Context: an optimization exercise on an open-source flow, tuned for small area, a short achievable clock period and few clock cycles per item. The choices shown serve that exercise and are no tape-out recipe.
At most, simulation tests tie the RTL to the original design; equivalence was not proved.

## v8
// alarm_sched
module alarm_sched (
    input  wire        clk,
    input  wire        rst,
    input  wire        cmd_valid,
    input  wire [63:0] cmd,
    output wire        cmd_ready,
    output reg         rsp_valid,
    output reg  [31:0] rsp_data,
    output wire [2:0]  rsp_fault,
    output wire        rsp_pend
);
Settings: LEC_CHECK=0, ABC_AREA=1, CAP_MARGIN=20, CORE_MARGIN=2, CORE_UTILIZATION=40, CTS_CLUSTER_DIAMETER=100, CTS_CLUSTER_SIZE=24, SLEW_MARGIN=20, DONT_USE_CELLS=sky130_fd_sc_hd__ha_1 sky130_fd_sc_hd__ha_2 sky130_fd_sc_hd__ha_4 sky130_fd_sc_hd__fa_1 sky130_fd_sc_hd__fa_2 sky130_fd_sc_hd__fa_4, BUFFER_PORTS_ARGS=-buffer_cell sky130_fd_sc_hd__buf_2, SETUP_SLACK_MARGIN=35.3; clock period 45.0 ns.
standard.sh (not shown) runs the stock make flow with config.mk's settings and CLKGATE_MAP_FILE= SYNTH_SCRIPT=/design/flow/synth_recipe.tcl, a recipe that flattens the netlist after the stock synthesis.
==> flow/flow/run.sh <==
#!/bin/bash
# The standard layout with these changes to the ORFS settings:
#  - the full and half adder cells are kept out of the design (the
#    platform's other don't-use cells are still appended by its config), so
#    ORFS skips extract_fa and abc maps the arithmetic itself;
#  - every port is still buffered, with buf_2 in place of ORFS's default
#    port buffer (clkdlybuf4s50_1, a slow delay cell);
#  - timing repair aims for 35.3 ns of slack on the 45 ns clock, that is for
#    a period near 9.7 ns, instead of stopping at zero slack.
set -euo pipefail
cat >> config.mk <<'EOC'
export DONT_USE_CELLS = sky130_fd_sc_hd__ha_1 sky130_fd_sc_hd__ha_2 sky130_fd_sc_hd__ha_4 sky130_fd_sc_hd__fa_1 sky130_fd_sc_hd__fa_2 sky130_fd_sc_hd__fa_4
export BUFFER_PORTS_ARGS = -buffer_cell sky130_fd_sc_hd__buf_2
export SETUP_SLACK_MARGIN = 35.3
EOC
bash standard.sh finish > flow_make.log 2>&1
v8 ended with every stage complete and zero timing, DRC or antenna violations.
Testbench counts of v8, summed over its fixed seeds: cycles 20,417, ops 19,200.
diff inputs: v8 => v38
- SETUP_SLACK_MARGIN changed from 35.3 to 35.0
--- a/flow/flow/run.sh
+++ b/flow/flow/run.sh
@@ -8,2 +8,2 @@
-#  - timing repair aims for 35.3 ns of slack on the 45 ns clock, that is for
-#    a period near 9.7 ns, instead of stopping at zero slack.
+#  - timing repair aims for 35 ns of slack on the 45 ns clock, that is for
+#    a period near 10 ns, instead of stopping at zero slack.
@@ -14 +14 @@
-export SETUP_SLACK_MARGIN = 35.3
+export SETUP_SLACK_MARGIN = 35.0
[summary]
[v38 vs v8] worst setup slack: higher in v38
On fraction of standard cell area in multi-input logic, v38 and v8 are basically level.
Edits applied to the flow inputs when going from v38 to v14:
- swapping 24 for 28 in CTS_CLUSTER_SIZE
Notes after the runs:
[compare] base=v38 new=v14: setup slack now smaller, worst hold slack comparable, met1 track demand over resource in global routing comparable, required arrival time at the worst endpoint comparable. From v38 to v14 the numbers moved as follows: post-detailed-route via-to-cell ratio climbed about 0.3%; synthesized cell count barely changed. Compared with v38, in v14 logic depth of the worst setup path including buffers about even; core utilization level; first-pass GRT wire length closely matched the old numbers.
Here is what was changed in the inputs of v7 compared with v14.
- a change of SETUP_SLACK_MARGIN from 35.0 to 34.8
- a change of CTS_CLUSTER_SIZE from 28 to 24
--- a/flow/flow/run.sh
+++ b/flow/flow/run.sh
@@ -8,2 +8,2 @@
-#  - timing repair aims for 35 ns of slack on the 45 ns clock, that is for
-#    a period near 10 ns, instead of stopping at zero slack.
+#  - timing repair aims for 34.8 ns of slack on the 45 ns clock, that is for
+#    a period near 10.2 ns, instead of stopping at zero slack.
@@ -14 +14 @@
-export SETUP_SLACK_MARGIN = 35.0
+export SETUP_SLACK_MARGIN = 34.8
### Flow results
Compared with v14, in v7 sequential cell count stayed essentially flat, clock edge transition at the registers on the reported setup and hold paths roughly the same, worst slack on hold paths did not really move.
v7: global-route usage higher than v14
v7 vs. v14: first-pass GRT wire length went up by about 2.3%.
Re cell area after layout: v14 and v7 aren't equal, and the lower value belongs to v7.
Taking v14 as the reference point, the final-layout clock buffer total of v7 rises by 5.


Setup of run 1:
Another version of the RTL of alarm_sched (not shown whole).
Size: ~110 I/O pins.
==> flow/config.mk <==
export PLATFORM = sky130hd
export DESIGN_NAME = alarm_sched
export DESIGN_NICKNAME = alarm_sched
export VERILOG_FILES = /design/flow/design.v
export SDC_FILE = /design/flow/constraint.sdc
export NUM_CORES = 4
export LEC_CHECK = 0
export ABC_AREA = 1
export CAP_MARGIN = 20
export CORE_MARGIN = 2
export CORE_UTILIZATION = 40
export CTS_CLUSTER_DIAMETER = 100
export CTS_CLUSTER_SIZE = 24
export SLEW_MARGIN = 20
export DONT_USE_CELLS = sky130_fd_sc_hd__ha_1 sky130_fd_sc_hd__ha_2 sky130_fd_sc_hd__ha_4 sky130_fd_sc_hd__fa_1 sky130_fd_sc_hd__fa_2 sky130_fd_sc_hd__fa_4
export BUFFER_PORTS_ARGS = -buffer_cell sky130_fd_sc_hd__buf_2
export SETUP_SLACK_MARGIN = 35.3
==> flow/constraint.sdc <==
create_clock -name core_clock -period 45.0 [get_ports {clk}]
set_input_delay 9.0000 -clock core_clock [delete_from_list [all_inputs] [get_ports {clk}]]
set_output_delay 9.0000 -clock core_clock [all_outputs]
set_load 0.01 [all_outputs]
==> flow/flow/run.sh <==
#!/bin/bash
# The standard layout with these changes to the ORFS settings:
#  - the full and half adder cells are kept out of the design (the
#    platform's other don't-use cells are still appended by its config), so
#    ORFS skips extract_fa and abc maps the arithmetic itself;
#  - every port is still buffered, with buf_2 in place of ORFS's default
#    port buffer (clkdlybuf4s50_1, a slow delay cell);
#  - timing repair aims for 35.3 ns of slack on the 45 ns clock, that is for
#    a period near 9.7 ns, instead of stopping at zero slack.
set -euo pipefail
cat >> config.mk <<'EOC'
export DONT_USE_CELLS = sky130_fd_sc_hd__ha_1 sky130_fd_sc_hd__ha_2 sky130_fd_sc_hd__ha_4 sky130_fd_sc_hd__fa_1 sky130_fd_sc_hd__fa_2 sky130_fd_sc_hd__fa_4
export BUFFER_PORTS_ARGS = -buffer_cell sky130_fd_sc_hd__buf_2
export SETUP_SLACK_MARGIN = 35.3
EOC
bash standard.sh finish > flow_make.log 2>&1
Run 1 went all the way through the flow, and no timing, DRC or antenna check failed.
The inputs of run 2 differ from those of run 1 as listed below.
--- a/flow/flow/run.sh
+++ b/flow/flow/run.sh
@@ -1,3 +1,3 @@
 #!/bin/bash
-# The standard layout with these changes to the ORFS settings:
+# The standard layout with two changes to the ORFS settings:
 #  - the full and half adder cells are kept out of the design (the
@@ -6,5 +6,3 @@
 #  - every port is still buffered, with buf_2 in place of ORFS's default
-#    port buffer (clkdlybuf4s50_1, a slow delay cell);
-#  - timing repair aims for 35.3 ns of slack on the 45 ns clock, that is for
-#    a period near 9.7 ns, instead of stopping at zero slack.
+#    port buffer (clkdlybuf4s50_1, a slow delay cell).
 set -euo pipefail
@@ -13,3 +11,2 @@
 export BUFFER_PORTS_ARGS = -buffer_cell sky130_fd_sc_hd__buf_2
-export SETUP_SLACK_MARGIN = 35.3
 EOC
--- a/flow/config.mk
+++ b/flow/config.mk
@@ -10,3 +10,3 @@
 export CORE_MARGIN = 2
-export CORE_UTILIZATION = 40
+export CORE_UTILIZATION = 50
 export CTS_CLUSTER_DIAMETER = 100
@@ -16,2 +16 @@
 export BUFFER_PORTS_ARGS = -buffer_cell sky130_fd_sc_hd__buf_2
-export SETUP_SLACK_MARGIN = 35.3
==> summary.txt <==
The full die area of run 2 falls short of that of run 1 by about 20%. When run 2 is measured against run 1, its setup slack after layout turns out 0.23 ns lower. Run 2: global-route met1 utilization higher than run 1. Going from run 1 to run 2, wire length of the first global-routing pass has decreased, effective utilization at floorplan has increased. Comparing count of clock-buffer cells in the layout for run 1 and run 2, the bigger number came from run 1. Higher via count goes to run 1 over run 2. Worst reg2reg path depth in run 2 is about 9% below run 1. Non-clock buffer count in run 2 vs run 1: down 9.
Inputs modified between run 2 and run 3:
--- a/flow/config.mk
+++ b/flow/config.mk
@@ -10,3 +10,3 @@
 export CORE_MARGIN = 2
-export CORE_UTILIZATION = 50
+export CORE_UTILIZATION = 40
 export CTS_CLUSTER_DIAMETER = 100
==> summary.txt <==
Run 3 vs. run 2: final hold slack +0.0050 ns, number of filler instances in the final layout up 1062.
Of the two values seen for launching element of the worst setup path, cmd_valid was produced by run 2 and fault[1] by run 3.
No run of this note included a check of the RTL's function; only the layout flow was run.


Another version of the RTL of alarm_sched (not shown whole).
Size: ~2400 cells after synthesis, roughly 300 flip-flops, ~0.019 sq mm of cells after synthesis.
clock: 45.0 ns
lec_check: 0
abc_area: 1
cap_margin: 20
core_margin: 2
core_utilization: 40
cts_cluster_diameter: 80
cts_cluster_size: 28
slew_margin: 20
dont_use_cells: sky130_fd_sc_hd__ha_1 sky130_fd_sc_hd__ha_2 sky130_fd_sc_hd__ha_4 sky130_fd_sc_hd__fa_1 sky130_fd_sc_hd__fa_2 sky130_fd_sc_hd__fa_4
buffer_ports_args: -buffer_cell sky130_fd_sc_hd__buf_2
==> flow/flow/run.sh <==
#!/bin/bash
# The standard layout with two changes to the ORFS settings:
#  - the full and half adder cells are kept out of the design (the
#    platform's other don't-use cells are still appended by its config), so
#    ORFS skips extract_fa and abc maps the arithmetic itself;
#  - every port is still buffered, with buf_2 in place of ORFS's default
#    port buffer (clkdlybuf4s50_1, a slow delay cell).
set -euo pipefail
cat >> config.mk <<'EOC'
export DONT_USE_CELLS = sky130_fd_sc_hd__ha_1 sky130_fd_sc_hd__ha_2 sky130_fd_sc_hd__ha_4 sky130_fd_sc_hd__fa_1 sky130_fd_sc_hd__fa_2 sky130_fd_sc_hd__fa_4
export BUFFER_PORTS_ARGS = -buffer_cell sky130_fd_sc_hd__buf_2
EOC
bash standard.sh finish > flow_make.log 2>&1
Change:
CTS_CLUSTER_DIAMETER = 100   (was 80)
CTS_CLUSTER_SIZE = 24   (was 28)
The changed run ran to the end with no violations.
Final cell count came out lower slightly.
Routed wire length came out lower slightly.
Utilization came out lower by 0.99 points.
Final area came out lower by a few percent.
No run of this note included a check of the RTL's function; only the layout flow was run.


alarm_sched, a different RTL version from the one above (not shown whole).
Size: roughly 2600 cells after synthesis, about 310 flip-flops.
==> flow/config.mk <==
export PLATFORM = sky130hd
export DESIGN_NAME = alarm_sched
export DESIGN_NICKNAME = alarm_sched
export VERILOG_FILES = /design/flow/design.v
export SDC_FILE = /design/flow/constraint.sdc
export NUM_CORES = 4
export LEC_CHECK = 0
export ABC_AREA = 1
export CAP_MARGIN = 20
export CORE_MARGIN = 2
export CORE_UTILIZATION = 40
export SLEW_MARGIN = 20
export DONT_USE_CELLS = sky130_fd_sc_hd__ha_1 sky130_fd_sc_hd__ha_2 sky130_fd_sc_hd__ha_4 sky130_fd_sc_hd__fa_1 sky130_fd_sc_hd__fa_2 sky130_fd_sc_hd__fa_4
export BUFFER_PORTS_ARGS = -buffer_cell sky130_fd_sc_hd__buf_2
==> flow/constraint.sdc <==
create_clock -name core_clock -period 45.0 [get_ports {clk}]
set_input_delay 9.0000 -clock core_clock [delete_from_list [all_inputs] [get_ports {clk}]]
set_output_delay 9.0000 -clock core_clock [all_outputs]
set_load 0.01 [all_outputs]
Scripts as last shown in full above: flow/flow/run.sh
The baseline completed without violations.
Rerun with:
--- a/flow/config.mk
+++ b/flow/config.mk
@@ -11,0 +12,2 @@
+export CTS_CLUSTER_DIAMETER = 150
+export CTS_CLUSTER_SIZE = 24
Outcome: The changed run finished with timing, DRC and antenna clean; worst setup slack stays flat; wire length falls slightly; final area falls by a few percent; count of clock-buffer cells in the layout falls by 28; global-route usage falls by 0.45 points.
Rerun with:
--- a/flow/config.mk
+++ b/flow/config.mk
@@ -12,2 +12,2 @@
-export CTS_CLUSTER_DIAMETER = 150
-export CTS_CLUSTER_SIZE = 24
+export CTS_CLUSTER_DIAMETER = 80
+export CTS_CLUSTER_SIZE = 30
The changed run went through all stages and came out clean.
Flip-flop and latch count stays the same.
Cell count came out higher slightly.
Fmax barely changes.
Design area came out higher slightly.
Worst setup slack is worse by 0.0036 ns.
Critical path depth stays the same.
Routed wire length barely changes.
Clock skew came out higher by 0.018 ns.
Register-to-register slack hardly moves.
No functional check of the RTL was part of any run of this note.

==> static timing again, ports no longer ideal <==
In the flow no input, the clock included, has a driving cell. The finished layouts below were timed again as built, in two steps.
Step 1: set_driving_cell puts a clkbuf_16 on clk and a buf_2 on each other input, an assumption about the parent block.
Step 2 moves the port delays by t, midway between the first and last clock arrival at a register: inputs arrive t later, outputs are due t later. That takes back most of the time a late clock gives input paths.
Three values: ideal, step 1, step 2; two values: the first two.
run	shift t [ns]	setup WS [ns]	slew at the worst register clock pin (ns)
v8	0.594	34.953 / 34.895 / 34.774	0.11 / 0.11
v38	0.592	34.965 / 34.907 / 34.571	0.10 / 0.10
v14	0.602	34.962 / 34.904 / 34.549	0.11 / 0.11
v7	0.597	34.910 / 34.853 / 34.411	0.11 / 0.11
run 1	0.601	34.973 / 34.918 / 34.794	0.11 / 0.11
run 2	0.586	34.739 / 34.718 / 34.191	0.11 / 0.11
run 3	0.603	34.722 / 34.670 / 34.266	0.10 / 0.10
the first run of note 3	0.627	34.694 / 34.725 / 34.098	0.10 / 0.10
the second run of note 3	0.586	34.548 / 34.574 / 33.988	0.10 / 0.10
the first run of note 4	0.607	34.838 / 34.786 / 34.958	0.06 / 0.06
the second run of note 4	0.591	34.839 / 34.788 / 34.986	0.11 / 0.11
the third run of note 4	0.605	34.835 / 34.782 / 34.975	0.11 / 0.11
After both steps every run listed still meets setup and hold. For the first run of note 3, which loses most, drivers alone change the setup slack by +0.031 ns; drivers and shift together by -0.596 ns.
